What follows belongs to an exercise in optimizing a design on an open flow for small area, a short achievable clock period and few clock cycles; a production flow would make more cautious choices.
In this exercise RTL edits were held to simulation tests only and were not proved equivalent to the original.
No activity file was given, so power comes from the tool's default toggle rates.

`flow/run.sh`:
```
#!/bin/bash
# Own layout flow: the standard flow (standard.sh) at the design's clock
# period and constraints, with these changes:
#  - after the standard synthesis, flow/polarity.py re-chooses the polarity
#    of the full-adder cells (a full adder is self-dual), which removes
#    inverters between adders; registers and all other cells are unchanged;
#  - the port buffers that global placement inserts are plain buffers
#    (buf_2) rather than the delay-buffer cell buffer_ports picks by default;
set -euo pipefail
export BUFFER_PORTS_ARGS="-buffer_cell sky130_fd_sc_hd__buf_2"
export SETUP_SLACK_MARGIN=20.5
res=orfs/results/sky130hd/env_mad/base
bash standard.sh "$PWD/$res/1_2_yosys.v" > flow_synth.log 2>&1
cp "$res/1_2_yosys.v" "$res/1_2_yosys.std.v"
python3 flow/polarity.py "$res/1_2_yosys.std.v" "$res/1_2_yosys.v" > flow_polarity.log 2>&1
bash standard.sh > flow_make.log 2>&1
```
`flow/polarity.py`:
```
#!/usr/bin/env python3
"""Re-choose the polarity of full-adder cells in a flat gate netlist so that
fewer inverters are needed between them.

A full adder is self-dual: FA(~a, ~b, ~c) = (~sum, ~cout). So any fa cell can
be "flipped" (take the complement of its inputs and deliver the complement of
its outputs) without changing what the netlist computes. Yosys's extract_fa
picks each adder's polarity locally, which leaves many inverters between
adders. This script treats each signal (a driver plus the tree of inverters
it feeds) as a group, picks flips by local search to minimise the number of
groups that need an inverter, and rewrites every touched group with at most
one inverter. Registers, ports and all other cells are left as they are.

usage: polarity.py in.v out.v
"""
import re
import sys
import random

OUT_PINS = {"X", "Y", "Q", "Q_N", "SUM", "COUT", "HI", "LO"}
FA_IN = ("A", "B", "CIN")
FA_OUT = ("SUM", "COUT")


def esc(n):
    return n + " " if n.startswith("\\") else n


def is_inv(t):
    return re.match(r"sky130_fd_sc_hd__(clk)?inv_\d+$", t) is not None


def main(src, dst):
    text = open(src).read()
    cell_re = re.compile(r"^(\s*)(sky130_fd_sc_hd__\w+)\s+(\S+)\s*\((.*?)\);\n", re.S | re.M)
    pin_re = re.compile(r"\.(\w+)\(([^()]*?)\s*\)")
    cells = []  # [type, name, {pin: net}, (start, end)]
    for m in cell_re.finditer(text):
        pins = {p: n.strip() for p, n in pin_re.findall(m.group(4))}
        cells.append([m.group(2), m.group(3), pins, (m.start(), m.end())])

    # ports
    head = text[: text.index(";") + 1]
    outputs = set()
    for m in re.finditer(r"^\s*output\s+(\[\d+:\d+\]\s*)?(\S+);", text, re.M):
        if m.group(1):
            hi, lo = map(int, re.findall(r"\d+", m.group(1)))
            for i in range(lo, hi + 1):
                outputs.add(f"{m.group(2)}[{i}]")
        else:
            outputs.add(m.group(2))

    driver = {}
    loads = {}
    for ci, (t, name, pins, _) in enumerate(cells):
        for p, n in pins.items():
            if p in OUT_PINS:
                driver[n] = (ci, p)
            else:
                loads.setdefault(n, []).append((ci, p))

    # groups: root net -> list of consumers (ci, pin, parity) and inverters
    inv_cells = {ci for ci, c in enumerate(cells) if is_inv(c[0])}
    groups = []
    seen_inv = set()
    for n in set(list(driver) + list(loads)):
        d = driver.get(n)
        if d is not None and d[0] in inv_cells:
            continue  # not a root
        cons, invs, nets = [], [], [(n, 0)]
        frozen = n in outputs
        stack = [(n, 0)]
        while stack:
            net, par = stack.pop()
            for ci, p in loads.get(net, []):
                if ci in inv_cells:
                    invs.append(ci)
                    seen_inv.add(ci)
                    on = cells[ci][2]["Y"]
                    nets.append((on, par ^ 1))
                    if on in outputs:
                        frozen = True
                    stack.append((on, par ^ 1))
                else:
                    cons.append((ci, p, par))
        groups.append(dict(root=n, drv=d, cons=cons, invs=invs, nets=nets, frozen=frozen))
    assert seen_inv == inv_cells, "inverter not reached from a root"

    fa = [ci for ci, c in enumerate(cells) if re.match(r"sky130_fd_sc_hd__fa_\d+$", c[0])]
    fa_set = set(fa)
    # groups touching each fa
    touch = {ci: [] for ci in fa}
    for gi, g in enumerate(groups):
        if g["drv"] is not None and g["drv"][0] in fa_set:
            touch[g["drv"][0]].append(gi)
        for ci, p, par in g["cons"]:
            if ci in fa_set:
                touch[ci].append(gi)
    for ci in fa:
        touch[ci] = sorted(set(touch[ci]))
    frozen_fa = {ci for ci in fa if any(groups[gi]["frozen"] for gi in touch[ci])}

    flip = {ci: 0 for ci in fa}

    def gcost(g):
        if not g["cons"]:
            return 0
        prov = flip.get(g["drv"][0], 0) if g["drv"] is not None else 0
        for ci, p, par in g["cons"]:
            need = par ^ flip.get(ci, 0)
            if need != prov:
                return 1
        return 0

    def total():
        return sum(gcost(g) for g in groups)

    before_groups = total()
    before_invs = len(inv_cells)
    free = [ci for ci in fa if ci not in frozen_fa]
    rnd = random.Random(1)
    # simulated annealing over single flips, keeping the best assignment
    cur = before_groups
    best = cur
    best_flip = dict(flip)
    if free:
        steps = 4000 * len(free)
        for st in range(steps):
            temp = 0.6 * (1 - st / steps) + 0.02
            ci = free[rnd.randrange(len(free))]
            old = sum(gcost(groups[gi]) for gi in touch[ci])
            flip[ci] ^= 1
            new = sum(gcost(groups[gi]) for gi in touch[ci])
            d = new - old
            if d <= 0 or rnd.random() < pow(2.718, -d / temp):
                cur += d
                if cur < best:
                    best = cur
                    best_flip = dict(flip)
            else:
                flip[ci] ^= 1
    flip = best_flip
    after = total()

    # rewrite touched groups (those with a flipped fa, or with >1 inverter)
    new_pins = {}  # ci -> {pin: net}
    drop = set()
    add = []  # (type, name, A, Y)
    new_wires = []
    k = 0
    for gi, g in enumerate(groups):
        if g["frozen"]:
            continue
        touched = (g["drv"] is not None and flip.get(g["drv"][0], 0)) or any(
            flip.get(ci, 0) for ci, p, par in g["cons"]) or len(g["invs"]) > 1
        if not touched:
            continue
        prov = flip.get(g["drv"][0], 0) if g["drv"] is not None else 0
        root = g["root"]
        inv_net = None
        need_inv = [c for c in g["cons"] if (c[2] ^ flip.get(c[0], 0)) != prov]
        for ci in g["invs"]:
            drop.add(ci)
        if need_inv:
            # reuse an old inverter's output net and name when there is one
            if g["invs"]:
                keep = g["invs"][0]
                inv_net = cells[keep][2]["Y"]
                name = cells[keep][1]
                drop.discard(keep)
                new_pins.setdefault(keep, {})["A"] = root
            else:
                inv_net = f"_polinv{k}_"
                name = f"_polinv_cell{k}_"
                k += 1
                new_wires.append(inv_net)
                add.append(("sky130_fd_sc_hd__inv_1", name, root, inv_net))
        for ci, p, par in g["cons"]:
            need = par ^ flip.get(ci, 0)
            new_pins.setdefault(ci, {})[p] = root if need == prov else inv_net

    # emit
    out = []
    pos = 0
    for ci, (t, name, pins, (s, e)) in enumerate(cells):
        out.append(text[pos:s])
        pos = e
        if ci in drop:
            continue
        if ci in new_pins:
            pins = dict(pins)
            pins.update(new_pins[ci])
        body = ",\n".join(f"    .{p}({esc(n)})" for p, n in pins.items())
        out.append(f"  {t} {name} (\n{body}\n  );\n")
    out.append(text[pos:])
    res = "".join(out)
    decl = "".join(f"  wire {w};\n" for w in new_wires)
    inst = "".join(f"  {t} {name} (\n    .A({esc(a)}),\n    .Y({esc(y)})\n  );\n" for t, name, a, y in add)
    i = res.rindex("endmodule")
    res = res[:i] + inst + res[i:]
    j = res.index("\n", res.index("wire ")) + 1
    res = res[:j] + decl + res[j:]
    open(dst, "w").write(res)
    n_inv_after = before_invs - len(drop) + len(add)
    print(f"fa cells {len(fa)} (frozen {len(frozen_fa)}), flipped {sum(flip.values())}; "
          f"groups needing an inverter {before_groups} -> {after}; inverter cells {before_invs} -> {n_inv_after}")


if __name__ == "__main__":
    main(sys.argv[1], sys.argv[2])
```
`standard.sh`:
```
#!/bin/bash
# synth_recipe.tcl (not shown) runs the flow's synth.tcl, then flattens the netlist and writes it again
# the make line also repeats each setting of config.mk as NAME=value (left out here)
make -C /OpenROAD-flow-scripts/flow DESIGN_CONFIG=/design/flow/config.mk WORK_HOME=/design/flow/orfs CLKGATE_MAP_FILE= SYNTH_SCRIPT=/design/flow/synth_recipe.tcl "${@:-finish}"
```
`config.mk`:
```
export PLATFORM = sky130hd
export DESIGN_NAME = env_mad
export DESIGN_NICKNAME = env_mad
export VERILOG_FILES = /design/flow/design.v
export SDC_FILE = /design/flow/constraint.sdc
export NUM_CORES = 4
export LEC_CHECK = 0
export CAP_MARGIN = 20
export CORE_MARGIN = 2
export CORE_UTILIZATION = 40
export CTS_BUF_LIST = sky130_fd_sc_hd__clkbuf_16
export CTS_CLUSTER_DIAMETER = 100
export CTS_CLUSTER_SIZE = 24
export SLEW_MARGIN = 20
```
`constraint.sdc`:
```
create_clock -name core_clock -period 27.0 [get_ports {clk}]
set_input_delay 5.4000 -clock core_clock [delete_from_list [all_inputs] [get_ports {clk}]]
set_output_delay 5.4000 -clock core_clock [all_outputs]
set_load 0.01 [all_outputs]
```
`design.v`:
```
module env_mad (
    input  wire        clk,
    input  wire        rst,         
    input  wire        in_valid,
    input  wire        in_op,       
    input  wire [15:0] in_data,
    output wire        in_ready,
    output reg         out_valid,
    output reg  [15:0] out_data
);
    localparam [15:0] BASELINE = 16'd512;
    reg       filling;
    reg [3:0] fcnt;
    reg       rdy;
    always @(posedge clk) begin
        if (rst) begin
            filling <= 1'b1;
            rdy     <= 1'b0;
            fcnt    <= 4'd0;
        end else if (filling) begin
            fcnt <= fcnt + 4'd1;
            if (fcnt == 4'd14)
                rdy <= 1'b1;
            if (fcnt == 4'd15)
                filling <= 1'b0;
        end
    end
    assign in_ready = rdy;
    reg        c_valid;
    reg        c_op;
    reg [15:0] c_data;
    always @(posedge clk) begin
        c_valid <= in_valid && rdy && !rst;
        c_op    <= in_op;
        c_data  <= in_data;
    end
    wire do_push = c_valid && !c_op;
    wire do_int  = c_valid &&  c_op;
    reg [15:0] b [0:15];
    reg [19:0] sum;
    integer i;
    always @(posedge clk) begin
        if (filling || do_push) begin
            b[0] <= filling ? BASELINE : c_data;
            for (i = 1; i < 16; i = i + 1)
                b[i] <= b[i-1];
        end
        if (filling)
            sum <= 20'd16 * BASELINE;
        else if (do_push)
            sum <= sum + {4'd0, c_data} - {4'd0, b[15]};
    end
    wire [15:0] mean = sum[19:4];
    wire [2:0]  rem2 = sum[3:1];
    reg [15:0] lt;
    reg        cy;
    integer j, n;
    always @* begin
        for (j = 0; j < 16; j = j + 1) begin
            cy = 1'b0;
            for (n = 0; n < 16; n = n + 1)
                cy = (mean[n] & ~b[j][n]) | (mean[n] & cy) | (~b[j][n] & cy);
            lt[j] = cy;
        end
    end
    reg        a_valid;
    reg [15:0] a_lt;
    always @(posedge clk) begin
        a_valid <= do_int && !rst;
        a_lt    <= lt;
    end
    reg [18:0] r [0:17];
    integer k;
    always @* begin
        for (k = 0; k < 16; k = k + 1)
            r[k] = {3'd0, ~(a_lt[k] ? b[k] : mean)};
        r[16] = {mean[14:0], 1'b0, rem2};
        r[17] = 19'd16;
    end
    function [37:0] csa;
        input [18:0] x, y, z;
        reg   [18:0] s, c;
        begin
            s = x ^ y ^ z;
            c = (x & y) | (x & z) | (y & z);
            csa = {c[17:0], 1'b0, s};
        end
    endfunction
    wire [18:0] l1 [0:11];
    wire [18:0] l2 [0:7];
    wire [18:0] l3 [0:5];
    wire [18:0] l4 [0:3];
    wire [18:0] l5 [0:2];
    wire [18:0] l6 [0:1];
    genvar g;
    generate
        for (g = 0; g < 6; g = g + 1) begin : t1
            assign {l1[2*g+1], l1[2*g]} = csa(r[3*g], r[3*g+1], r[3*g+2]);
        end
        for (g = 0; g < 4; g = g + 1) begin : t2
            assign {l2[2*g+1], l2[2*g]} = csa(l1[3*g], l1[3*g+1], l1[3*g+2]);
        end
        for (g = 0; g < 2; g = g + 1) begin : t3
            assign {l3[2*g+1], l3[2*g]} = csa(l2[3*g], l2[3*g+1], l2[3*g+2]);
        end
        assign l3[4] = l2[6];
        assign l3[5] = l2[7];
        for (g = 0; g < 2; g = g + 1) begin : t4
            assign {l4[2*g+1], l4[2*g]} = csa(l3[3*g], l3[3*g+1], l3[3*g+2]);
        end
        assign {l5[1], l5[0]} = csa(l4[0], l4[1], l4[2]);
        assign l5[2] = l4[3];
        assign {l6[1], l6[0]} = csa(l5[0], l5[1], l5[2]);
    endgenerate
    wire [18:0] total = l6[0] + l6[1];
    always @(posedge clk) begin
        if (rst)
            out_valid <= 1'b0;
        else
            out_valid <= a_valid;
        out_data <= total[18:3];
    end
endmodule
```
==> results of run 1 <==
==> power by group through the flow <==
stage | Clock (W) | Sequential [W] | Combinational, W
detailed placement | 0 | 0.000560 | 0.0000223
global placement | 0 | 0.000560 | 0.0000215
global route | 0.000314 | 0.000549 | 0.0000255
CTS | 0.000299 | 0.000548 | 0.0000225
finish | 0.000291 | 0.000548 | 0.0000228
floorplan | 0 | 0.000560 | 0.0000167
==> worst register-to-register path, stage by stage, from the launching register on <==
cell       delay (ns)
dfxtp_1          0.34
buf_6            0.25
mux2i_1          0.32
fa_1             0.47
fa_1             0.50
fa_1             0.58
fa_1             0.43
fa_1             0.46
ha_1             0.30
and4_1           0.23
fa_2             0.42
a21oi_2          0.15
o21ai_1          0.12
a21oi_2          0.21
o21ai_2          0.12
a221o_2          0.44
a2111oi_4        0.41
o21bai_1         0.12
a21oi_1          0.17
xnor2_1          0.13
==> state kept, by name (all words and copies together), names as in the netlist <==
name	flops
rdy	1
out_valid	1
c_op	1
filling	1
fcnt	4
a_lt	16
sum	20
c_valid	1
out_data	16
a_valid	1
c_data	16
b	256
==> per-stage QoR <==
step	setup slack [ns]	power (W)	hold slack, ns	util [%]	cell area (sq um)
final	20.55	0.000862	0.447	44.0	25400
after global routing	20.50	0.000888	0.467	43.9	25400
after CTS	20.51	0.000870	0.449	43.4	25100
after detailed placement	19.88	0.000583	0.428	42.5	24600
after global placement	20.07	0.000582	0.417	42.5	24600
after floorplan	20.55	0.000576	0.414	-	23500
==> routing by layer <==
| layer | share of wire, % | routed length (microns) | vias to the layer above | track usage, % |
|---|---|---|---|---|
| met5 | 0 | 0 | - | 0 |
| met4 | 2.4 | 1440 | 0 | 4.65 |
| met3 | 5.1 | 3120 | 72 | 2.63 |
| met2 | 48 | 29200 | 470 | 33.7 |
| met1 | 44 | 27000 | 7971 | 28.8 |
| li1 | - | - | 7081 | - |
==> timing repair <==
item                                    CTS  global route
endpoints found under the setup margin    5             3
resized for setup                        18            52
setup buffers                             1            14
pin swaps                                 1             5
cloned                                    0             1
==> cells in the final DEF (no fill, tap or decap), types with 15 or more instances in the layout <==
master and n:
nor2b_1 44, a21oi_1 52, buf_2 37, o2111ai_1 16, dfxtp_1 75, nand2_1 151, nand3_1 20, o21ai_1 16
nand2b_1 56, o21ai_0 95, inv_1 157, nor3_1 20, mux2i_1 187, edfxtp_1 256, nor2_1 74, ha_1 61
a31oi_1 15, clkbuf_16 18, maj3_1 51, buf_4 48, fa_1 251, maj3_2 20, xnor2_1 21, o22ai_1 25
==> area by class of cell <==
class	count	area (sq um)	area share [%]
multi-input cells	1384	13300	52.4
flip-flops and latches	334	9260	36.4
well taps	765	957	3.77
repair buffers	103	808	3.18
inverters	154	594	2.34
clock buffers	17	425	1.67
clock inverters	12	45.0	0.177
diodes	1	2.50	0.00985
==> worst min-delay path by stage <==
stage / end / slack, ns
2_1_floorplan: out_valid / 0.41
3_3_place_gp: out_valid / 0.42
3_5_place_dp: out_valid / 0.43
4_1_cts: a_valid / 0.45
5_1_grt: a_valid / 0.47
6_report: a_valid / 0.45
==> summary.txt, run 1 <==
P_int: 0.000673 W
Slowest CP cell: dfxtp_1
Fmax: 155 MHz
Final period utilization: 23.9%
Critical path startpoint: out_data[9]
Cells along the critical path: buf_2
Final HPWL from detailed placement: 44,700 microns
Post-DR vias/cell: 5.63
Total of max-cap violations: 0
Hold Path Depth: 2
Die Height: 246 microns
Port bufs: 37
Initial antenna violation count: 1
Maximum clock path buffer count: 3
Worst-margin pin slew: 1.06 ns
RSZ-0062 raised after global routing: false
Critical Path Sink: out_data[9]
Startpoint Class: register
R2R setup slack: 20.76 ns
Initial core utilization: 40.6%
Tmin final: 6.45 ns
Overflow left after global routing: 0
Peak supply drop: 0.0000455 V
Fin. max-slew vios: 0
Fillers: 5,338
# rows: 88
Drt drc: 0
Post-Layout Cell Count: 2,770
R2r startpoint: a_lt[8]
Vias in the first global route: 16,200
Area Growth Syn to Fin: 8.24%
Setup TNS: 0 ns
Via Count: 15,600
Cells after Synth: 1,985
CORE AREA: 57,800 sq um
Combinational fraction of design power: 2.6%
Placed insts: 2,724
Mean cell area of the mapped netlist: 11.8 sq um
CP endpoint kind: output pin
DR iter-0 viols: 1,223
Antenna Nets Post-Route: 0
Crit Path Max Fanout: 1
Endpoints failing setup: 0
Outcome: finished clean
Global-route usage over all layers: 20.5%
CP Depth: 1
Die area: 60,600 sq um
Fin nets: 2,327
Worst Path Buf+Inv: 1
Wire length per cell: 21.9 microns
Hold wc startpoint: c_valid
Sw Share: 21.9%
Largest net degree at the start of global routing: 112
Global-route wire length before repair: 96,200 microns
Die width: 246 microns
HP Class: register to register
Leakage power: 8.37 nW
Largest delay contributor family on the critical path: flip-flops
Syn Nets: 2,318
CTS tree: done
CTS H-tree depth: 1
CTS Sinks: 334
Max-Slew Margin vs Limit: 29.3%
Hold_buf cts: 0
Detailed Route WL: 60,700 microns
P_sw: 0.000189 W
Crit Path Class: register to output pin
Seq pwr share: 63.6%
Syn. warnings: 3
Clk pwr share: 33.7%
Reg-to-reg critical path endpoint: out_data[15]
Ports: 38
FF-to-FF path depth: 19
Final Hold Viols: 0
Power density over the cells: 33.9 nW/um^2
Max incr delay on CP: 0.37 ns
Skew-Pair Late Insertion Delay: 0.55 ns
Pre-Repair DR Iteration Count: 8
Synth Cell Area: 23,500 sq um
Clock transition at path regs: 0.11 ns
Routability cong.: 0.878
WP data required: 21.60 ns
Root Buffer: clkbuf_16
CTS buffer count: 17
Clock Skew: 0.0239 ns
Critical path data arrival time: 1.05 ns
Layout cells sized above 1: 8.73%
Testbench counts, summed over its fixed seeds: cycles 16,125.
==> run 2: changes to the inputs <==
--- a/config.mk
+++ b/config.mk
@@ -5,10 +5,10 @@
 export SDC_FILE = /design/flow/constraint.sdc
 export NUM_CORES = 4
 export LEC_CHECK = 0
-export CAP_MARGIN = 20
+export CAP_MARGIN = 0
 export CORE_MARGIN = 2
 export CORE_UTILIZATION = 40
 export CTS_BUF_LIST = sky130_fd_sc_hd__clkbuf_16
 export CTS_CLUSTER_DIAMETER = 100
 export CTS_CLUSTER_SIZE = 24
-export SLEW_MARGIN = 20
+export SLEW_MARGIN = 0
==> summary.txt, run 2 <==
Fmax: 155 MHz (about the same)
Crit Path Class: register to output pin (unchanged)
Post-Route Utilization: 43.9% (was 44.0%)
Initial core utilization: 40.6% (unchanged)
Cells after Synth: 1,985 (unchanged)
# rows: 88 (unchanged)
WP data required: 21.60 ns (about the same)
Routability cong.: 0.861 (was 0.878)
Mean cell area of the mapped netlist: 11.8 sq um (unchanged)
Biggest regs: b: 256 flops, sum: 20 flops (unchanged)
Drt drc: 0 (unchanged)
N_diodes: 0 (was 1)
Max incr delay on CP: 0.36 ns (was 0.37 ns)
Clock Skew: 0.0347 ns (was 0.0239 ns)
RSZ-0062 raised after global routing: false (unchanged)
Max-Slew Margin vs Limit: 30.7% (was 29.3%)
Synth Cell Area: 23,500 sq um (unchanged)
Initial antenna violation count: 0 (was 1)
Crit Path Max Fanout: 1 (unchanged)
Detailed Route WL: 60,700 microns (about the same)
CP endpoint kind: output pin (unchanged)
Overflow left after global routing: 0 (unchanged)
CORE AREA: 57,800 sq um (unchanged)
Fin. max-slew vios: 0 (unchanged)
Skew-Pair Late Insertion Delay: 0.56 ns (was 0.55 ns)
Hold_buf cts: 0 (unchanged)
Startpoint Class: register (unchanged)
Syn Nets: 2,318 (unchanged)
Met2 Routed Length: 28,700 microns (was 29,200 microns)
Outcome: finished clean (unchanged)
Endpoints failing setup: 0 (unchanged)
Tmin final: 6.43 ns (was 6.45 ns)
Via Count: 15,600 (about the same)
CTS Sinks: 334 (unchanged)
Slowest CP cell: dfxtp_2 (was dfxtp_1)
Most flops, register: b (unchanged)
Worst Path Buf+Inv: 1 (unchanged)
Area Growth Syn to Fin: 8.12% (was 8.24%)
Most frequent cells in the layout: edfxtp_1 (256), fa_1 (252), mux2i_1 (186) (was edfxtp_1 (256), fa_1 (251), mux2i_1 (187))
CTS buffer count: 17 (unchanged)
DR iter-0 viols: 1,227 (was 1,223)
Final period utilization: 23.8% (was 23.9%)
Pre-Repair DR Iteration Count: 6 (was 8)
CTS H-tree depth: 1 (unchanged)
Met3 wire len: 3020 microns (was 3120 microns)
Total of max-cap violations: 0 (unchanged)
Critical path data arrival time: 1.03 ns (was 1.05 ns)
Wire length per cell: 21.9 microns (about the same)
Top Layer Used: met4 (unchanged)
Maximum clock path buffer count: 3 (unchanged)
Worst-margin pin slew: 1.04 ns (was 1.06 ns)
Layout cells sized above 1: 8.73% (unchanged)
Ports: 38 (unchanged)
Final HPWL from detailed placement: 45,000 microns (was 44,700 microns)
CTS tree: done (unchanged)
Most common cell after layout, fill and taps aside: edfxtp_1 (unchanged)
Die width: 246 microns (unchanged)
Post-DR vias/cell: 5.62 (was 5.63)
Peak supply drop: 0.0000424 V (was 0.0000455 V)
Fin nets: 2,327 (unchanged)
Vias in the first global route: 15,700 (was 16,200)
Cells along the critical path: buf_2 (unchanged)
Wire length on met1: 27,700 microns (was 27,000 microns)
Global-route usage over all layers: 20.4% (was 20.5%)
Clock transition at path regs: 0.11 ns (about the same)
Die area: 60,600 sq um (unchanged)
Max reg flops: 256 (unchanged)
Power density over the cells: 34.1 nW/um^2 (was 33.9 nW/um^2)
Port bufs: 37 (unchanged)
Final Hold Viols: 0 (unchanged)
Syn. warnings: 3 (unchanged)
Setup TNS: 0 ns (unchanged)
Antenna Nets Post-Route: 0 (unchanged)
Largest net degree at the start of global routing: 73 (was 112)
HP Class: register to register (unchanged)
Global-route wire length before repair: 95,700 microns (was 96,200 microns)
Fillers: 5,295 (was 5,338)
Leakage power: 8.37 nW (about the same)
Largest delay contributor family on the critical path: flip-flops (unchanged)
Root Buffer: clkbuf_16 (unchanged)
Die Height: 246 microns (unchanged)
-- run 2: final cells by class --
type | count | area, sq um | share of cell area, %
repair buffers | 103 | 807 | 3.18
flip-flops and latches | 334 | 9260 | 36.5
inverters | 154 | 588 | 2.32
clock inverters | 12 | 45.0 | 0.177
multi-input cells | 1384 | 13300 | 52.4
clock buffers | 17 | 425 | 1.68
well taps | 765 | 957 | 3.77
-- run 2: where the power goes --
part | internal (W) | switching [W]
clock network | 0.000116 | 0.000178
registers | 0.000546 | 0.00000187
logic | 0.0000102 | 0.0000124
total | 0.000673 | 0.000192
-- run 2: repair_timing --
item	4_1_cts	5_1_grt
pin swaps	1	5
endpoints found under the hold margin	0	0
buffers inserted	1	16
setup endpoints to repair	6	5
resized for setup	20	48
-- run 2: per-stage QoR --
stage	total power, W	std cells	instance area, sq um	hold slack (ns)	worst slack [ns]
global placement	0.000582	2723	24600	0.416	20.06
global route	0.000891	2769	25400	0.486	20.52
finish	0.000865	2769	25400	0.447	20.57
floorplan	0.000576	1985	23500	0.414	20.55
CTS	0.000872	2753	25100	0.449	20.52
detailed placement	0.000583	2723	24600	0.431	19.90
-- run 2: per-layer routing --
layer,track usage [%],vias up
met5,0,-
met4,4.40,0
met1,29.9,7941
met3,1.81,61
li1,-,7094
met2,32.9,472
-- run 2: path summary, 6_finish.rpt --
path | cells past startpoint | from | end | slack (ns)
setup / recovery | 1 | out_data[9] | out_data[9] | 20.57
hold / removal | 2 | c_valid | a_valid | 0.45
setup reg to reg | 18 | a_lt[6] | out_data[15] | 20.71
hold reg to reg | 2 | c_valid | a_valid | 0.45
-- run 2: worst register-to-register path, cell delays in order, from the launching register on --
cell and delay, ns:
dfxtp_1 0.34, buf_6 0.26, mux2i_1 0.33, fa_1 0.49, fa_1 0.50, fa_1 0.56, fa_1 0.43, fa_1 0.51
fa_1 0.46, fa_1 0.45, a21oi_1 0.17, o21ai_1 0.13, a21oi_2 0.19, o21ai_1 0.14, a221o_2 0.45, a2111oi_4 0.39
o21bai_1 0.14, a21oi_2 0.15, xnor2_1 0.13
==> run 3: changes to the inputs <==
--- a/config.mk
+++ b/config.mk
@@ -7,7 +7,7 @@
 export LEC_CHECK = 0
 export CAP_MARGIN = 0
 export CORE_MARGIN = 2
-export CORE_UTILIZATION = 40
+export CORE_UTILIZATION = 80
 export CTS_BUF_LIST = sky130_fd_sc_hd__clkbuf_16
 export CTS_CLUSTER_DIAMETER = 100
 export CTS_CLUSTER_SIZE = 24
==> summary.txt, run 3 <==
Outcome: finished clean (unchanged)
WP data required: 21.60 ns (about the same)
Syn. warnings: 3 (unchanged)
Max reg flops: 256 (unchanged)
Clock Skew: 0.0206 ns (was 0.0347 ns)
Detailed Route WL: 61,600 microns (was 60,700 microns)
Final period utilization: 23.7% (was 23.8%)
Setup ws final: 20.59 ns (was 20.57 ns)
Placed cell areas: 24,000 sq um (was 24,600 sq um)
CTS Sinks: 334 (unchanged)
Endpoints failing setup: 0 (unchanged)
CP endpoint kind: output pin (unchanged)
Combinational fraction of design power: 2.6% (about the same)
Mean cell area of the mapped netlist: 11.8 sq um (unchanged)
P_int: 0.000672 W (was 0.000673 W)
Final Hold Viols: 0 (unchanged)
RSZ-0062 raised after global routing: false (unchanged)
Die area: 30,700 sq um (was 60,600 sq um)
Max-Slew Margin vs Limit: 13.2% (was 30.7%)
Global-route usage over all layers: 40.2% (was 20.4%)
Maximum clock path buffer count: 3 (unchanged)
Die Height: 175 microns (was 246 microns)
Wire length per cell: 25.6 microns (was 21.9 microns)
Setup WS pre-CTS: 19.87 ns (was 19.90 ns)
Fin area: 25,000 sq um (was 25,400 sq um)
Most common cell after layout, fill and taps aside: edfxtp_1 (unchanged)
Crit Path Max Fanout: 3 (was 1)
HP Class: register to register (unchanged)
Crit Path Class: register to output pin (unchanged)
Setup TNS: 0 ns (unchanged)
Most frequent cells in the layout: edfxtp_1 (256), fa_1 (251), mux2i_1 (185) (was edfxtp_1 (256), fa_1 (252), mux2i_1 (186))
R2R setup slack: 20.64 ns (was 20.71 ns)
Skew-Pair Late Insertion Delay: 0.54 ns (was 0.56 ns)
Worst Path Buf+Inv: 1 (unchanged)
Max incr delay on CP: 0.35 ns (was 0.36 ns)
Layout cells sized above 1: 9.85% (was 8.73%)
Global-route wire length before repair: 94,800 microns (was 95,700 microns)
Biggest regs: b: 256 flops, sum: 20 flops (unchanged)
Clk pwr share: 33.4% (was 34.0%)
Power density over the cells: 34.2 nW/um^2 (was 34.1 nW/um^2)
Antenna Nets Post-Route: 0 (unchanged)
Syn Nets: 2,318 (unchanged)
Synth Cell Area: 23,500 sq um (unchanged)
Post-DR vias/cell: 7.00 (was 5.62)
Final HPWL from detailed placement: 43,100 microns (was 45,000 microns)
Port bufs: 37 (unchanged)
Most flops, register: b (unchanged)
Fin. max-slew vios: 0 (unchanged)
Seq pwr share: 64.0% (was 63.4%)
Pre-Repair DR Iteration Count: 6 (unchanged)
Leakage power: 8.45 nW (was 8.37 nW)
CTS H-tree depth: 1 (unchanged)
Hold_buf cts: 0 (unchanged)
Peak supply drop: 0.0000538 V (was 0.0000424 V)
Largest net degree at the start of global routing: 133 (was 73)
N_diodes: 0 (unchanged)
Worst-margin pin slew: 1.27 ns (was 1.04 ns)
Slowest CP cell: dfxtp_1 (was dfxtp_2)
Clock transition at path regs: 0.10 ns (was 0.11 ns)
Cells after Synth: 1,985 (unchanged)
Initial core utilization: 81.6% (was 40.6%)
Ports: 38 (unchanged)
Drt drc: 0 (unchanged)
Die width: 175 microns (was 246 microns)
Initial antenna violation count: 1 (was 0)
DR iter-0 viols: 2,187 (was 1,227)
Root Buffer: clkbuf_16 (unchanged)
Cells along the critical path: buf_2 (unchanged)
Area Growth Syn to Fin: 6.68% (was 8.12%)
# rows: 62 (was 88)
CORE AREA: 28,800 sq um (was 57,800 sq um)
Overflow left after global routing: 0 (unchanged)
CTS tree: done (unchanged)
Via Count: 16,800 (was 15,600)
Routability cong.: 0.912 (was 0.861)
Fin nets: 2,343 (was 2,327)
Total of max-cap violations: 0 (unchanged)
Tmin final: 6.41 ns (was 6.43 ns)
Sw Share: 21.5% (was 22.2%)
Largest delay contributor family on the critical path: flip-flops (unchanged)
Startpoint Class: register (unchanged)
Vias in the first global route: 17,200 (was 15,700)
Critical path data arrival time: 1.01 ns (was 1.03 ns)
Fmax: 156 MHz (was 155 MHz)
CTS buffer count: 17 (unchanged)
P_sw: 0.000184 W (was 0.000192 W)
==> run 3: what timing repair did <==
action                                  in CTS  in global routing
hold endpoints to repair                     0                  0
endpoints found under the setup margin       6                  5
cloned                                       0                  3
gates resized for setup                     43                 35
pin swaps                                    0                  5
setup buffers                                8                 32
==> run 3: through the flow <==
stage          instances  total power [W]  hold slack [ns]  utilization (%)
5_1_grt             2404         0.000872            0.489             87.0
3_5_place_dp        2332         0.000582            0.428             83.5
2_1_floorplan       1985         0.000576            0.414                -
6_report            2404         0.000856            0.449             87.0
3_3_place_gp        2332         0.000581            0.420             83.5
4_1_cts             2369         0.000854            0.451             85.7
==> run 3: final cells by class <==
class	count	area, sq um
Clock inverter	12	45.0
Tap cell	384	480
Timing Repair inverter	2	10.0
Clock buffer	17	425
Sequential cell	334	9280
Multi-Input combinational cell	1384	13300
Fill cell	1401	3740
Inverter	154	608
Timing Repair Buffer	117	887
==> run 3: final timing paths <==
kind	depth (start not counted)	end	startpoint
max	1	in_ready	rdy
min	1	out_valid	a_valid
max reg2reg	18	out_data[15]	sum[14]
min reg2reg	1	out_valid	a_valid
==> run 3: per-layer routing <==
layer,GRT usage [%],routed length (microns),up-vias
met4,19.2,3430,2
li1,-,-,7107
met5,0,12,-
met1,52.0,21400,8227
met2,68.4,30900,1239
met3,5.35,5860,248
==> run 3: power by group through the flow <==
stage               sequential [W]  combinational, W  clock (W)
finish                    0.000548         0.0000226   0.000286
global route              0.000548         0.0000254   0.000298
CTS                       0.000548         0.0000221   0.000284
detailed placement        0.000560         0.0000219          0
global placement          0.000560         0.0000207          0
floorplan                 0.000560         0.0000167          0
==> run 4: changes to the inputs <==
--- a/config.mk
+++ b/config.mk
@@ -7,7 +7,7 @@
 export LEC_CHECK = 0
 export CAP_MARGIN = 0
 export CORE_MARGIN = 2
-export CORE_UTILIZATION = 80
+export CORE_UTILIZATION = 70
 export CTS_BUF_LIST = sky130_fd_sc_hd__clkbuf_16
 export CTS_CLUSTER_DIAMETER = 100
 export CTS_CLUSTER_SIZE = 24
==> summary.txt, run 4 <==
Total of max-cap violations: 0 (unchanged)
Vias in the first global route: 16,500 (was 17,200)
WP data required: 21.60 ns (about the same)
Routability cong.: 0.886 (was 0.912)
Hold Slack: 0.450 ns (was 0.449 ns)
Clock transition at path regs: 0.09 ns (was 0.10 ns)
Syn. warnings: 3 (unchanged)
Via Count: 15,900 (was 16,800)
Antenna Nets Post-Route: 0 (unchanged)
Post-Layout Cell Count: 2,463 (was 2,404)
Peak supply drop: 0.0000518 V (was 0.0000538 V)
Drt drc: 0 (unchanged)
Tmin final: 6.40 ns (was 6.41 ns)
Maximum clock path buffer count: 3 (unchanged)
Largest net degree at the start of global routing: 113 (was 133)
CTS buffer count: 17 (unchanged)
CORE AREA: 33,300 sq um (was 28,800 sq um)
HP Class: register to register (unchanged)
Synth Cell Area: 23,500 sq um (unchanged)
Endpoints failing setup: 0 (unchanged)
CP Depth: 1 (unchanged)
Global-route wire length before repair: 92,800 microns (was 94,800 microns)
Initial core utilization: 70.5% (was 81.6%)
Slowest CP cell: dfxtp_1 (unchanged)
Skew-Pair Late Insertion Delay: 0.53 ns (was 0.54 ns)
CP endpoint kind: output pin (unchanged)
Fin nets: 2,338 (was 2,343)
Area Growth Syn to Fin: 6.64% (was 6.68%)
CTS Sinks: 334 (unchanged)
Final Hold Viols: 0 (unchanged)
Critical path data arrival time: 1.00 ns (was 1.01 ns)
Layout cells sized above 1: 9.13% (was 9.85%)
N_diodes: 0 (unchanged)
R2R setup slack: 20.72 ns (was 20.64 ns)
Crit Path Class: register to output pin (unchanged)
Global-route usage over all layers: 34.3% (was 40.2%)
Overflow left after global routing: 0 (unchanged)
Most frequent cells in the layout: edfxtp_1 (256), fa_1 (252), mux2i_1 (192) (was edfxtp_1 (256), fa_1 (251), mux2i_1 (185))
Syn Nets: 2,318 (unchanged)
Post-DR vias/cell: 6.46 (was 7.00)
Die width: 187 microns (was 175 microns)
Biggest regs: b: 256 flops, sum: 20 flops (unchanged)
Initial antenna violation count: 1 (unchanged)
Hold Path Depth: 2 (was 1)
Crit Path Max Fanout: 3 (unchanged)
FF-to-FF path depth: 21 (was 18)
Power density over the cells: 34.2 nW/um^2 (about the same)
Die Height: 187 microns (was 175 microns)
Wire length per cell: 23.7 microns (was 25.6 microns)
Fmax: 156 MHz (about the same)
R2r startpoint: sum[6] (was sum[14])
Most common cell after layout, fill and taps aside: edfxtp_1 (unchanged)
Mean cell area of the mapped netlist: 11.8 sq um (unchanged)
Hold wc startpoint: c_valid (was a_valid)
Die area: 35,000 sq um (was 30,700 sq um)
Placed insts: 2,399 (was 2,332)
Setup TNS: 0 ns (unchanged)
Cells along the critical path: buf_2 (unchanged)
# rows: 67 (was 62)
Max reg flops: 256 (unchanged)
Leakage power: 8.43 nW (was 8.45 nW)
Reg-to-reg critical path endpoint: out_data[15] (unchanged)
Max-Slew Margin vs Limit: 21.9% (was 13.2%)
Root Buffer: clkbuf_16 (unchanged)
Ports: 38 (unchanged)
Startpoint Class: register (unchanged)
Pre-Repair DR Iteration Count: 7 (was 6)
CTS H-tree depth: 1 (unchanged)
Final HPWL from detailed placement: 43,000 microns (was 43,100 microns)
RSZ-0062 raised after global routing: false (unchanged)
Cells after Synth: 1,985 (unchanged)
Largest delay contributor family on the critical path: flip-flops (unchanged)
Worst Path Buf+Inv: 1 (unchanged)
CTS tree: done (unchanged)
Final period utilization: 23.7% (about the same)
DR iter-0 viols: 1,295 (was 2,187)
Outcome: finished clean (unchanged)
Clock Skew: 0.0161 ns (was 0.0206 ns)
Post-Route Utilization: 75.2% (was 87.0%)
Worst Hold Path EP: a_valid (was out_valid)
Most flops, register: b (unchanged)
Port bufs: 37 (unchanged)
Design Power: 0.000857 W (was 0.000856 W)
Worst-margin pin slew: 1.14 ns (was 1.27 ns)
Detailed Route WL: 58,400 microns (was 61,600 microns)
Max incr delay on CP: 0.35 ns (about the same)
Fin. max-slew vios: 0 (unchanged)
## run 4: per-layer routing
metal	vias up	global-route usage, %	wire length [microns]	part of all wire, %
met3	182	4.48	3610	6.2
met2	692	58.1	29200	50
met1	7935	45.6	22500	39
li1	7109	-	-	-
met5	-	0	0	0
met4	0	13.4	3000	5.1
## run 4: worst max-delay path by stage
stage                   from  slack (ns)            to
global route          sum[6]       20.51  out_data[15]
floorplan           a_lt[10]       20.55  out_data[15]
global placement      sum[5]       20.13  out_data[15]
finish                   rdy       20.60      in_ready
CTS                 a_lt[13]       20.50  out_data[15]
detailed placement    sum[5]       19.82  out_data[15]
## run 4: repair_timing
item                       CTS  global route
buffers inserted             1            33
pin swaps                    0             2
gates cloned                 0             1
setup endpoints to repair    6             4
resized for setup           24            36
hold buffers                 0             0
## run 4: report_power, final
group / internal, W / total [W] / switching [W]
combinational: 0.0000101 / 0.0000222 / 0.0000121
sequential: 0.000546 / 0.000548 / 0.00000171
clock: 0.000116 / 0.000287 / 0.000170
total: 0.000672 / 0.000857 / 0.000184
## run 4: per-stage QoR
stage | instance area (sq um) | worst slack, ns
after global placement | 24100 | 20.13
after detailed placement | 24100 | 19.82
final | 25000 | 20.60
after floorplan | 23500 | 20.55
after global routing | 25000 | 20.51
after CTS | 24600 | 20.50
## run 4: area by class of cell
cell class / instances / area (sq um)
timing repair buffer: 114 / 853
inverter: 154 / 597
tap: 448 / 561
clock inverter: 12 / 45.0
multi-input combinational: 1384 / 13300
clock buffer: 17 / 425
fill: 2277 / 8250
sequential: 334 / 9280
==> run 5: changes to the inputs <==
--- a/flow/run.sh
+++ b/flow/run.sh
@@ -8,7 +8,7 @@
 #    (buf_2) rather than the delay-buffer cell buffer_ports picks by default;
 set -euo pipefail
 export BUFFER_PORTS_ARGS="-buffer_cell sky130_fd_sc_hd__buf_2"
-export SETUP_SLACK_MARGIN=20.5
+export SETUP_SLACK_MARGIN=19.5
 res=orfs/results/sky130hd/env_mad/base
 bash standard.sh "$PWD/$res/1_2_yosys.v" > flow_synth.log 2>&1
 cp "$res/1_2_yosys.v" "$res/1_2_yosys.std.v"
==> config.mk (replaced) <==
export PLATFORM = sky130hd
export DESIGN_NAME = env_mad
export DESIGN_NICKNAME = env_mad
export VERILOG_FILES = /design/flow/design.v
export SDC_FILE = /design/flow/constraint.sdc
export NUM_CORES = 4
export LEC_CHECK = 0
export CAP_MARGIN = 20
export CORE_MARGIN = 2
export CORE_UTILIZATION = 60
export CTS_BUF_LIST = sky130_fd_sc_hd__clkbuf_16
export CTS_CLUSTER_DIAMETER = 100
export CTS_CLUSTER_SIZE = 24
export SLEW_MARGIN = 20
==> summary.txt, run 5 <==
Outcome: finished clean (unchanged)
Vias in the first global route: 15,900 (was 16,500)
Cells along the critical path: mux2i_1 -> fa_1 -> fa_1 -> fa_1 -> fa_1 -> fa_1 -> ha_1 -> and4_1 -> fa_1 -> a21oi_1 -> o21ai_0 -> a21oi_1 -> o21ai_0 -> a221o_1 -> a2111oi_0 -> o21bai_1 -> a21oi_1 -> xnor2_1 (was buf_2)
Routability cong.: 0.855 (was 0.886)
Worst Path Buf+Inv: 0 (was 1)
Post-DR vias/cell: 6.20 (was 6.46)
Max reg flops: 256 (unchanged)
Total of max-cap violations: 0 (unchanged)
Via Count: 15,500 (was 15,900)
Syn. warnings: 3 (unchanged)
Global-route wire length before repair: 93,500 microns (was 92,800 microns)
Ports: 38 (unchanged)
Cells after Synth: 1,985 (unchanged)
CP endpoint kind: register (was output pin)
Largest net degree at the start of global routing: 82 (was 113)
Maximum clock path buffer count: 3 (unchanged)
Die Height: 202 microns (was 187 microns)
Pre-Repair DR Iteration Count: 6 (was 7)
Largest delay contributor family on the critical path: adder cells (was flip-flops)
Global-route usage over all layers: 29.8% (was 34.3%)
CTS buffer count: 17 (unchanged)
Slowest CP cell: dfxtp_1 (unchanged)
Fin nets: 2,305 (was 2,338)
Root Buffer: clkbuf_16 (unchanged)
Most frequent cells in the layout: edfxtp_1 (256), fa_1 (252), mux2i_1 (194) (was edfxtp_1 (256), fa_1 (252), mux2i_1 (192))
Synth Cell Area: 23,500 sq um (unchanged)
Drt drc: 0 (unchanged)
Endpoints failing setup: 0 (unchanged)
Wire length per cell: 23.4 microns (was 23.7 microns)
Initial core utilization: 60.7% (was 70.5%)
Max incr delay on CP: 1.03 ns (was 0.35 ns)
WP data required: 27.45 ns (was 21.60 ns)
Most common cell after layout, fill and taps aside: edfxtp_1 (unchanged)
Post-Route Utilization: 63.9% (was 75.2%)
Layout cells sized above 1: 6.86% (was 9.13%)
CTS tree: done (unchanged)
Clock Skew: 0.0189 ns (was 0.0161 ns)
Post-Layout Cell Count: 2,500 (was 2,463)
Max-Slew Margin vs Limit: 21.5% (was 21.9%)
Placed insts: 2,471 (was 2,399)
Setup TNS: 0 ns (unchanged)
Tmin final: 7.15 ns (was 6.40 ns)
CTS Sinks: 334 (unchanged)
DR iter-0 viols: 1,231 (was 1,295)
HP Class: register to register (unchanged)
Skew-Pair Late Insertion Delay: 0.54 ns (was 0.53 ns)
Power density over the cells: 34.9 nW/um^2 (was 34.2 nW/um^2)
Die area: 40,700 sq um (was 35,000 sq um)
Final period utilization: 26.5% (was 23.7%)
Peak supply drop: 0.0000398 V (was 0.0000518 V)
Fmax: 140 MHz (was 156 MHz)
Die width: 202 microns (was 187 microns)
# rows: 72 (was 67)
Leakage power: 8.22 nW (was 8.43 nW)
Detailed Route WL: 58,500 microns (was 58,400 microns)
Final Hold Viols: 0 (unchanged)
Critical path data arrival time: 7.60 ns (was 1.00 ns)
CORE AREA: 38,600 sq um (was 33,300 sq um)
Most flops, register: b (unchanged)
Setup WS pre-CTS: 19.79 ns (was 19.82 ns)
Fin. max-slew vios: 0 (unchanged)
Crit Path Max Fanout: 17 (was 3)
Setup Buffers After CTS: 0 (was 1)
Mean cell area of the mapped netlist: 11.8 sq um (unchanged)
Startpoint Class: register (unchanged)
Hold_buf cts: 0 (unchanged)
Antenna Nets Post-Route: 0 (unchanged)
Post-cts resize count: 0 (was 24)
Crit Path Class: register to register (was register to output pin)
Fin area: 24,700 sq um (was 25,000 sq um)
Syn Nets: 2,318 (unchanged)
Area Growth Syn to Fin: 5.25% (was 6.64%)
Overflow left after global routing: 0 (unchanged)
Initial antenna violation count: 0 (was 1)
Most used cell, CP: fa_1
RSZ-0062 raised after global routing: false (unchanged)
Setup ws final: 19.85 ns (was 20.60 ns)
Port bufs: 37 (unchanged)
N_diodes: 0 (unchanged)
Placed cell areas: 24,200 sq um (was 24,100 sq um)
Clock transition at path regs: 0.11 ns (was 0.09 ns)
Final HPWL from detailed placement: 44,300 microns (was 43,000 microns)
CTS H-tree depth: 1 (unchanged)
Biggest regs: b: 256 flops, sum: 20 flops (unchanged)
Worst-margin pin slew: 1.15 ns (was 1.14 ns)
==> run 5: path summary, 6_finish.rpt <==
| check | start | endpoint | slack, ns | depth (start not counted) |
|---|---|---|---|---|
| worst max-delay path | a_lt[9] | out_data[15] | 19.85 | 18 |
| worst min-delay path | c_valid | a_valid | 0.44 | 2 |
| worst max register to register | a_lt[9] | out_data[15] | 19.85 | 18 |
| worst min register to register | c_valid | a_valid | 0.44 | 2 |
==> run 5: cell type report <==
cell class | count | area, sq um
repair buffers | 81 | 515
well taps | 518 | 648
flip-flops and latches | 334 | 9250
clock inverters | 12 | 58.8
fillers | 3059 | 13900
clock buffers | 17 | 425
inverters | 154 | 578
multi-input cells | 1384 | 13200
==> run 5: through the flow <==
stage                     total power [W]  hold slack (ns)
after floorplan                  0.000576            0.414
after global placement           0.000581            0.422
after detailed placement         0.000582            0.432
after CTS                        0.000866            0.446
after global routing             0.000887            0.480
final                            0.000862            0.444
==> run 5: routing by layer <==
metal  up-vias  part of all wire, %  wire, microns  track usage, %
met5         -                    0              0               0
met4         0                  3.8           2240            11.2
met3       100                  4.4           2570            2.37
met2       483                   50          29100            50.5
met1      7889                   42          24600            40.5
li1       7036                    -              -               -
==> run 5: worst reg2reg max path, delay by kind of cell (launching register included) <==
kind | cells | cell delay [ns]
muxes | 1 | 0.35
and+or+nand+nor | 1 | 0.22
xor gates and xnor gates | 1 | 0.14
AOI/OAI and AO/OA | 8 | 2.15
DFF | 1 | 1.03
adders and majority gates | 7 | 3.16
==> run 5: where the power goes <==
group | internal [W] | switching [W] | total [W]
clock network | 0.000121 | 0.000171 | 0.000292
logic | 0.0000101 | 0.0000119 | 0.0000220
registers | 0.000547 | 0.00000180 | 0.000549
==> run 6: changes to the inputs <==
--- a/flow/run.sh
+++ b/flow/run.sh
@@ -8,7 +8,7 @@
 #    (buf_2) rather than the delay-buffer cell buffer_ports picks by default;
 set -euo pipefail
 export BUFFER_PORTS_ARGS="-buffer_cell sky130_fd_sc_hd__buf_2"
-export SETUP_SLACK_MARGIN=19.5
+export SETUP_SLACK_MARGIN=20.8
 res=orfs/results/sky130hd/env_mad/base
 bash standard.sh "$PWD/$res/1_2_yosys.v" > flow_synth.log 2>&1
 cp "$res/1_2_yosys.v" "$res/1_2_yosys.std.v"
==> summary.txt, run 6 <==
Outcome: finished clean (unchanged)
Drt drc: 0 (unchanged)
CTS H-tree depth: 1 (unchanged)
Fillers: 3,012 (was 3,059)
HP Class: register to register (unchanged)
Biggest regs: b: 256 flops, sum: 20 flops (unchanged)
Max-Slew Margin vs Limit: 25.3% (was 21.5%)
CTS buffer count: 17 (unchanged)
CTS tree: done (unchanged)
Cells along the critical path: buf_6 (was mux2i_1 -> fa_1 -> fa_1 -> fa_1 -> fa_1 -> fa_1 -> ha_1 -> and4_1 -> fa_1 -> a21oi_1 -> o21ai_0 -> a21oi_1 -> o21ai_0 -> a221o_1 -> a2111oi_0 -> o21bai_1 -> a21oi_1 -> xnor2_1)
Worst-margin pin slew: 1.09 ns (was 1.15 ns)
Syn Nets: 2,318 (unchanged)
Largest delay contributor family on the critical path: flip-flops (was adder cells)
Global-route usage over all layers: 30.3% (was 29.8%)
Setup TNS: 0 ns (unchanged)
Global-route wire length before repair: 94,700 microns (was 93,500 microns)
Post-Route Utilization: 65.3% (was 63.9%)
Initial antenna violation count: 0 (unchanged)
Slowest CP cell: dfxtp_2 (was dfxtp_1)
Fmax: 157 MHz (was 140 MHz)
DR iter-0 viols: 1,064 (was 1,231)
Final HPWL from detailed placement: 44,000 microns (was 44,300 microns)
Die area: 40,700 sq um (unchanged)
Final Hold Viols: 0 (unchanged)
RSZ-0062 raised after global routing: true (was false)
Worst Path Buf+Inv: 1 (was 0)
Port bufs: 37 (unchanged)
Ports: 38 (unchanged)
Detailed Route WL: 60,400 microns (was 58,500 microns)
Initial core utilization: 60.7% (unchanged)
Pre-Repair DR Iteration Count: 5 (was 6)
WP data required: 21.60 ns (was 27.45 ns)
Most flops, register: b (unchanged)
N_diodes: 0 (unchanged)
Leakage power: 8.42 nW (was 8.22 nW)
Antenna Nets Post-Route: 0 (unchanged)
Max reg flops: 256 (unchanged)
Die width: 202 microns (unchanged)
Routability cong.: 0.867 (was 0.855)
Largest net degree at the start of global routing: 113 (was 82)
CP endpoint kind: output pin (was register)
Fin. max-slew vios: 0 (unchanged)
Crit Path Class: register to output pin (was register to register)
Clock Skew: 0.0252 ns (was 0.0189 ns)
Total of max-cap violations: 0 (unchanged)
Fin nets: 2,325 (was 2,305)
Most common cell after layout, fill and taps aside: edfxtp_1 (unchanged)
CORE AREA: 38,600 sq um (unchanged)
Final period utilization: 23.7% (was 26.5%)
Syn. warnings: 3 (unchanged)
Vias in the first global route: 16,200 (was 15,900)
Post-DR vias/cell: 6.24 (was 6.20)
Peak supply drop: 0.0000449 V (was 0.0000398 V)
Tmin final: 6.39 ns (was 7.15 ns)
Mean cell area of the mapped netlist: 11.8 sq um (unchanged)
Cells after Synth: 1,985 (unchanged)
Endpoints failing setup: 0 (unchanged)
Via Count: 15,700 (was 15,500)
Critical path data arrival time: 0.99 ns (was 7.60 ns)
Area Growth Syn to Fin: 7.59% (was 5.25%)
Startpoint Class: register (unchanged)
CTS Sinks: 334 (unchanged)
Hold_buf cts: 0 (unchanged)
Wire length per cell: 24.0 microns (was 23.4 microns)
Max incr delay on CP: 0.34 ns (was 1.03 ns)
Most frequent cells in the layout: edfxtp_1 (256), fa_1 (250), mux2i_1 (186) (was edfxtp_1 (256), fa_1 (252), mux2i_1 (194))
Crit Path Max Fanout: 1 (was 17)
Root Buffer: clkbuf_16 (unchanged)
Skew-Pair Late Insertion Delay: 0.55 ns (was 0.54 ns)
Power density over the cells: 33.9 nW/um^2 (was 34.9 nW/um^2)
# rows: 72 (unchanged)
Die Height: 202 microns (unchanged)
Synth Cell Area: 23,500 sq um (unchanged)
Overflow left after global routing: 0 (unchanged)
Clock transition at path regs: 0.10 ns (was 0.11 ns)
Maximum clock path buffer count: 3 (unchanged)
Layout cells sized above 1: 9.64% (was 6.86%)
==> run 6: layout make-up <==
class | instances | area (sq um) | area share, %
Sequential cell | 334 | 9290 | 36.8
Tap cell | 518 | 648 | 2.57
Clock buffer | 17 | 425 | 1.68
Timing Repair Buffer | 101 | 903 | 3.58
Multi-Input combinational cell | 1384 | 13300 | 52.8
Inverter | 154 | 607 | 2.40
Clock inverter | 12 | 45.0 | 0.178
==> run 6: power breakdown <==
part	leakage, nW	switching [W]	internal [W]
clock network	0.270	0.000170	0.000116
registers	3.74	0.00000180	0.000546
logic	4.42	0.0000120	0.0000101
==> run 6: timing repair <==
action / 4_1_cts / 5_1_grt
cloned: 0 / 2
setup buffers: 10 / 11
gates resized for setup: 61 / 58
setup endpoints to repair: 27 / 23
pin swaps: 2 / 2
==> run 6: path summary, 6_finish.rpt <==
path	from	end	slack [ns]	cells after the start
setup / recovery	out_data[11]	out_data[11]	20.61	1
hold reg to reg	c_valid	a_valid	0.44	2
hold / removal	c_valid	a_valid	0.44	2
setup reg to reg	a_lt[9]	out_data[15]	20.96	18
==> run 6: per-stage QoR <==
stage	hold WS, ns	cell area [sq um]	power, W	std cells	setup slack (ns)
2_1_floorplan	0.414	23500	0.000576	1985	20.85
4_1_cts	0.443	24900	0.000863	2507	20.59
5_1_grt	0.471	25300	0.000880	2520	20.57
3_3_place_gp	0.420	24200	0.000581	2468	20.12
3_5_place_dp	0.430	24200	0.000582	2468	19.96
6_report	0.443	25300	0.000857	2520	20.61
==> run 6: worst reg2reg max path: cells and delay by family (launching register included) <==
kind / cells / cell delay (ns)
buf+inv: 1 / 0.23
xor+xnor: 1 / 0.13
mux: 1 / 0.29
compound gates: 8 / 1.66
fa+ha+maj: 7 / 3.34
flops: 1 / 0.37
==> run 6: metal layers <==
metal / share of wire [%] / up-vias / global-route usage (%)
met3: 4.5 / 113 / 3.08
met4: 4.2 / 0 / 11.3
li1: - / 7083 / -
met5: 0 / - / 0
met2: 50 / 527 / 51.5
met1: 41 / 8008 / 40.5
==> run 7: changes to the inputs <==
--- a/flow/run.sh
+++ b/flow/run.sh
@@ -8,7 +8,7 @@
 #    (buf_2) rather than the delay-buffer cell buffer_ports picks by default;
 set -euo pipefail
 export BUFFER_PORTS_ARGS="-buffer_cell sky130_fd_sc_hd__buf_2"
-export SETUP_SLACK_MARGIN=20.8
+export SETUP_SLACK_MARGIN=20.5
 res=orfs/results/sky130hd/env_mad/base
 bash standard.sh "$PWD/$res/1_2_yosys.v" > flow_synth.log 2>&1
 cp "$res/1_2_yosys.v" "$res/1_2_yosys.std.v"
--- a/config.mk
+++ b/config.mk
@@ -12,3 +12,4 @@
 export CTS_CLUSTER_DIAMETER = 100
 export CTS_CLUSTER_SIZE = 24
 export SLEW_MARGIN = 20
+export TNS_END_PERCENT = 10
==> summary.txt, run 7 <==
Clock transition at path regs: 0.10 ns (about the same)
Port bufs: 37 (unchanged)
Overflow left after global routing: 0 (unchanged)
Maximum clock path buffer count: 3 (unchanged)
Initial core utilization: 60.7% (unchanged)
HP Class: register to register (unchanged)
Pre-Repair DR Iteration Count: 5 (unchanged)
Peak supply drop: 0.0000468 V (was 0.0000449 V)
Final Hold Viols: 0 (unchanged)
Setup WS pre-CTS: 19.89 ns (was 19.96 ns)
CP endpoint kind: output pin (unchanged)
Die width: 202 microns (unchanged)
Wire length per cell: 23.6 microns (was 24.0 microns)
Fin nets: 2,321 (was 2,325)
Syn Nets: 2,318 (unchanged)
Slowest CP cell: dfxtp_1 (was dfxtp_2)
Global-route wire length before repair: 94,100 microns (was 94,700 microns)
Startpoint Class: register (unchanged)
Largest net degree at the start of global routing: 104 (was 113)
Area Growth Syn to Fin: 6.65% (was 7.59%)
Final period utilization: 23.8% (was 23.7%)
Cells after Synth: 1,985 (unchanged)
Layout cells sized above 1: 8.35% (was 9.64%)
Fin. max-slew vios: 0 (unchanged)
Setup TNS: 0 ns (unchanged)
Max-Slew Margin vs Limit: 34.6% (was 25.3%)
Die area: 40,700 sq um (unchanged)
DR iter-0 viols: 1,272 (was 1,064)
Crit Path Class: register to output pin (unchanged)
Via Count: 15,500 (was 15,700)
Cells along the critical path: buf_2 (was buf_6)
Hold Slack: 0.445 ns (was 0.443 ns)
Fin area: 25,000 sq um (was 25,300 sq um)
Vias in the first global route: 15,900 (was 16,200)
Initial antenna violation count: 0 (unchanged)
Skew-Pair Late Insertion Delay: 0.55 ns (about the same)
Ports: 38 (unchanged)
Total of max-cap violations: 0 (unchanged)
Final HPWL from detailed placement: 44,100 microns (was 44,000 microns)
Synth Cell Area: 23,500 sq um (unchanged)
CTS tree: done (unchanged)
Tmin final: 6.43 ns (was 6.39 ns)
Drt drc: 0 (unchanged)
Routability cong.: 0.861 (was 0.867)
Fillers: 2,989 (was 3,012)
Most frequent cells in the layout: edfxtp_1 (256), fa_1 (252), mux2i_1 (192) (was edfxtp_1 (256), fa_1 (250), mux2i_1 (186))
Worst-margin pin slew: 0.980 ns (was 1.09 ns)
Detailed Route WL: 59,300 microns (was 60,400 microns)
CTS buffer count: 18 (was 17)
RSZ-0062 raised after global routing: false (was true)
Global-route usage over all layers: 30.1% (was 30.3%)
Clock Skew: 0.0201 ns (was 0.0252 ns)
Crit Path Max Fanout: 3 (was 1)
CORE AREA: 38,600 sq um (unchanged)
Most flops, register: b (unchanged)
Hold_buf cts: 0 (unchanged)
Die Height: 202 microns (unchanged)
Fmax: 156 MHz (was 157 MHz)
# rows: 72 (unchanged)
Largest delay contributor family on the critical path: flip-flops (unchanged)
Mean cell area of the mapped netlist: 11.8 sq um (unchanged)
Max incr delay on CP: 0.35 ns (was 0.34 ns)
Root Buffer: clkbuf_16 (unchanged)
Endpoints failing setup: 0 (unchanged)
Syn. warnings: 3 (unchanged)
Antenna Nets Post-Route: 0 (unchanged)
Power density over the cells: 35.3 nW/um^2 (was 33.9 nW/um^2)
Leakage power: 8.36 nW (was 8.42 nW)
CTS Sinks: 334 (unchanged)
WP data required: 21.60 ns (about the same)
Max reg flops: 256 (unchanged)
Placed cell areas: 24,200 sq um (about the same)
CTS H-tree depth: 1 (unchanged)
Outcome: finished clean (unchanged)
Critical path data arrival time: 1.03 ns (was 0.99 ns)
N_diodes: 0 (unchanged)
Setup ws final: 20.57 ns (was 20.61 ns)
Biggest regs: b: 256 flops, sum: 20 flops (unchanged)
Post-DR vias/cell: 6.17 (was 6.24)
Most common cell after layout, fill and taps aside: edfxtp_1 (unchanged)
Worst Path Buf+Inv: 1 (unchanged)
run 7: repair_timing:
action,in CTS,in global routing
pin swaps,0,4
setup endpoints to repair,4,4
cloned,0,0
resized for setup,17,32
setup buffers,3,12
run 7: worst paths after layout:
check	from	to	slack [ns]	cells after the start
worst min-delay path	a_valid	out_valid	0.45	1
worst min register to register	a_valid	out_valid	0.45	1
worst max-delay path	rdy	in_ready	20.57	1
worst max register to register	sum[14]	out_data[13]	20.76	18
run 7: metrics by stage:
stage | utilization [%] | std cells | power [W]
after floorplan | - | 1985 | 0.000576
after global placement | 62.7 | 2470 | 0.000582
after detailed placement | 62.7 | 2470 | 0.000582
after CTS | 64.3 | 2505 | 0.000890
after global routing | 64.8 | 2518 | 0.000909
final | 64.8 | 2518 | 0.000885
run 7: power by group:
group	switching, W	leakage, nW	internal [W]
sequential	0.00000178	3.73	0.000546
combinational	0.0000118	4.32	0.0000101
clock	0.000178	0.307	0.000136
run 7: worst register-to-register path: stages, from the launching register on:
cell	delay, ns
dfxtp_1	0.31
buf_4	0.22
inv_1	0.34
buf_6	0.29
o21ai_0	0.18
fa_1	0.55
inv_1	0.08
fa_1	0.51
fa_1	0.56
fa_1	0.44
fa_1	0.51
fa_1	0.41
ha_1	0.37
a21o_1	0.18
a221o_2	0.46
buf_4	0.17
a211o_1	0.25
a211oi_1	0.24
nor2_1	0.06
run 7: cell type report:
class                   count  area (sq um)  share of cell area (%)
clock buffers              20           500                    2.00
flip-flops and latches    334          9260                    37.0
repair buffers             96           688                    2.75
well taps                 518           648                    2.59
multi-input cells        1384         13300                    53.1
clock inverters            12          57.6                   0.230
inverters                 154           591                    2.36
run 7: layer usage:
metal	track usage (%)	wire (microns)	vias up
li1	-	-	7071
met1	40.6	24500	7886
met2	51.4	29900	467
met3	3.71	2970	100
met4	8.90	1880	0
met5	0	0	-
==> run 8: changes to the inputs <==
--- a/config.mk
+++ b/config.mk
@@ -12,4 +12,3 @@
 export CTS_CLUSTER_DIAMETER = 100
 export CTS_CLUSTER_SIZE = 24
 export SLEW_MARGIN = 20
-export TNS_END_PERCENT = 10
==> summary.txt, run 8 <==
Initial antenna violation count: 0 (unchanged)
Die area: 40,700 sq um (unchanged)
Final HPWL from detailed placement: 43,700 microns (was 44,100 microns)
Die Height: 202 microns (unchanged)
Cells along the critical path: buf_2 (unchanged)
Sw Share: 22.0% (was 21.7%)
Vias in the first global route: 15,800 (was 15,900)
Max incr delay on CP: 0.35 ns (about the same)
Die width: 202 microns (unchanged)
Pre-Repair DR Iteration Count: 7 (was 5)
R2r startpoint: sum[14] (unchanged)
Layout cells sized above 1: 8.53% (was 8.35%)
Biggest regs: b: 256 flops, sum: 20 flops (unchanged)
Initial core utilization: 60.7% (unchanged)
Startpoint Class: register (unchanged)
Outcome: finished clean (unchanged)
DR iter-0 viols: 1,429 (was 1,272)
Most frequent cells in the layout: edfxtp_1 (256), fa_1 (252), mux2i_1 (190) (was edfxtp_1 (256), fa_1 (252), mux2i_1 (192))
Detailed Route WL: 58,800 microns (was 59,300 microns)
Final period utilization: 23.8% (about the same)
Most flops, register: b (unchanged)
Most common cell after layout, fill and taps aside: edfxtp_1 (unchanged)
RSZ-0062 raised after global routing: false (unchanged)
Critical path startpoint: rdy (unchanged)
CTS Sinks: 334 (unchanged)
CTS H-tree depth: 1 (unchanged)
Critical path data arrival time: 1.02 ns (was 1.03 ns)
Max-Slew Margin vs Limit: 29.9% (was 34.6%)
Hold wc startpoint: c_valid (was a_valid)
Antenna Nets Post-Route: 0 (unchanged)
Drt drc: 0 (unchanged)
Tmin final: 6.42 ns (was 6.43 ns)
P_int: 0.000688 W (was 0.000693 W)
Overflow left after global routing: 0 (unchanged)
# rows: 72 (unchanged)
Largest delay contributor family on the critical path: flip-flops (unchanged)
Fmax: 156 MHz (about the same)
Via Count: 15,600 (was 15,500)
Cells after Synth: 1,985 (unchanged)
CP endpoint kind: output pin (unchanged)
Crit Path Max Fanout: 3 (unchanged)
Combinational fraction of design power: 2.5% (about the same)
Synth Cell Area: 23,500 sq um (unchanged)
Wire length per cell: 23.3 microns (was 23.6 microns)
Met3 wire len: 2550 microns (was 2970 microns)
N_diodes: 0 (unchanged)
Power density over the cells: 35.2 nW/um^2 (was 35.3 nW/um^2)
Met2 Routed Length: 29,600 microns (was 29,900 microns)
HP Class: register to register (unchanged)
Peak supply drop: 0.0000472 V (was 0.0000468 V)
Leakage power: 8.39 nW (was 8.36 nW)
Clock Skew: 0.0289 ns (was 0.0201 ns)
Root Buffer: clkbuf_16 (unchanged)
Clk pwr share: 35.3% (was 35.6%)
Syn. warnings: 3 (unchanged)
Mean cell area of the mapped netlist: 11.8 sq um (unchanged)
Global-route wire length before repair: 93,000 microns (was 94,100 microns)
Global-route usage over all layers: 29.7% (was 30.1%)
Worst Path Buf+Inv: 1 (unchanged)
Final Hold Viols: 0 (unchanged)
CTS buffer count: 18 (unchanged)
Ports: 38 (unchanged)
Top Layer Used: met4 (unchanged)
Setup TNS: 0 ns (unchanged)
Maximum clock path buffer count: 3 (unchanged)
Crit Path Class: register to output pin (unchanged)
Wire length on met1: 24,700 microns (was 24,500 microns)
Area Growth Syn to Fin: 6.78% (was 6.65%)
Clock transition at path regs: 0.10 ns (about the same)
Largest net degree at the start of global routing: 109 (was 104)
Routability cong.: 0.870 (was 0.861)
CORE AREA: 38,600 sq um (unchanged)
Setup ws final: 20.58 ns (was 20.57 ns)
Endpoints failing setup: 0 (unchanged)
Post-DR vias/cell: 6.17 (about the same)
Seq pwr share: 62.2% (was 62.0%)
Setup WS pre-CTS: 19.90 ns (was 19.89 ns)
WP data required: 21.60 ns (about the same)
P_sw: 0.000194 W (was 0.000192 W)
CTS tree: done (unchanged)
Syn Nets: 2,318 (unchanged)
Skew-Pair Late Insertion Delay: 0.55 ns (about the same)
Port bufs: 37 (unchanged)
Fin nets: 2,326 (was 2,321)
Fin. max-slew vios: 0 (unchanged)
Slowest CP cell: dfxtp_1 (unchanged)
Worst-margin pin slew: 1.05 ns (was 0.980 ns)
Max reg flops: 256 (unchanged)
Total of max-cap violations: 0 (unchanged)
==> run 8: cell types whose count changed in the layout (fill, tap and decap cells not counted), sizes merged <==
cell	previous run	this run
clkinvlp	1	0
clkinv	6	3
inv	159	164
clkbuf	20	19
buf	96	101
==> run 8: per-layer routing <==
| metal | vias up | GRT usage [%] |
|---|---|---|
| li1 | 7092 | - |
| met1 | 7943 | 40.6 |
| met2 | 450 | 50.6 |
| met3 | 92 | 2.81 |
| met4 | 0 | 9.38 |
| met5 | - | 0 |
==> run 8: cell type report <==
cell class,count,area (sq um)
clock inverters,13,72.6
clock buffers,19,475
well taps,518,648
repair buffers,101,741
flip-flops and latches,334,9270
fillers,3000,13600
inverters,154,588
multi-input cells,1384,13300
==> run 8: path summary, 6_finish.rpt <==
kind	slack, ns	to	cells after the start
hold reg to reg	0.43	a_valid	2
setup / recovery	20.58	in_ready	1
hold / removal	0.43	a_valid	2
setup reg to reg	20.65	out_data[13]	18
==> run 8: worst register-to-register path, delay by kind of cell (launching register included) <==
family	cells	cell delay, ns
buf+inv	5	1.17
fa+ha+maj	7	3.34
simple gates	1	0.06
compound gates	5	1.36
flops	1	0.31
==> run 8: metrics by stage <==
step                      cells  util (%)  cell area, sq um  hold slack (ns)  power (W)
final                      2523      64.9             25100            0.425   0.000882
after global routing       2523      64.9             25100            0.440   0.000906
after CTS                  2503      64.2             24800            0.424   0.000887
after detailed placement   2471      62.7             24200            0.434   0.000582
after global placement     2471      62.7             24200            0.428   0.000581
after floorplan            1985         -             23500            0.414   0.000576
==> run 8: power by group through the flow <==
| stage | combinational (W) | clock [W] | sequential (W) |
|---|---|---|---|
| 2_1_floorplan | 0.0000167 | 0 | 0.000560 |
| 3_5_place_dp | 0.0000216 | 0 | 0.000560 |
| 6_report | 0.0000221 | 0.000311 | 0.000548 |
| 3_3_place_gp | 0.0000211 | 0 | 0.000560 |
| 5_1_grt | 0.0000252 | 0.000332 | 0.000549 |
| 4_1_cts | 0.0000219 | 0.000317 | 0.000548 |
==> run 8: what timing repair did <==
| action | in CTS | in global routing |
|---|---|---|
| setup endpoints to repair | 5 | 3 |
| gates resized for setup | 18 | 33 |
| pin swaps | 0 | 4 |
| cloned | 0 | 0 |
| setup buffers | 0 | 20 |
| hold buffers | 0 | 0 |

separate check: timing with driven ports:
How much do the figures lean on ideal ports? The routed layouts below were timed once more, with nothing changed but the port constraints. Step 1: set_driving_cell puts a clkbuf_16 on clk and a buf_2 on each other input, an assumption about the parent block. Step 2 also shifts input and output timing later by t, the mid clock arrival at the registers, as if the neighbouring blocks saw the same clock. a / b / c = ideal ports / drivers / drivers and shift; a / b = the first two.
| run | shift t [ns] | slack for setup (ns) |
|---|---|---|
| run 1 | 0.598 | 20.549 / 20.488 / 20.764 |
| run 2 | 0.601 | 20.569 / 20.508 / 20.710 |
| run 3 | 0.575 | 20.592 / 20.540 / 20.643 |
| run 4 | 0.576 | 20.596 / 20.539 / 20.722 |
| run 5 | 0.581 | 19.854 / 19.854 / 19.854 |
| run 6 | 0.591 | 20.612 / 20.554 / 20.957 |
| run 7 | 0.595 | 20.571 / 20.514 / 20.762 |
| run 8 | 0.595 | 20.585 / 20.529 / 20.654 |
After both steps every run listed still meets setup and hold.
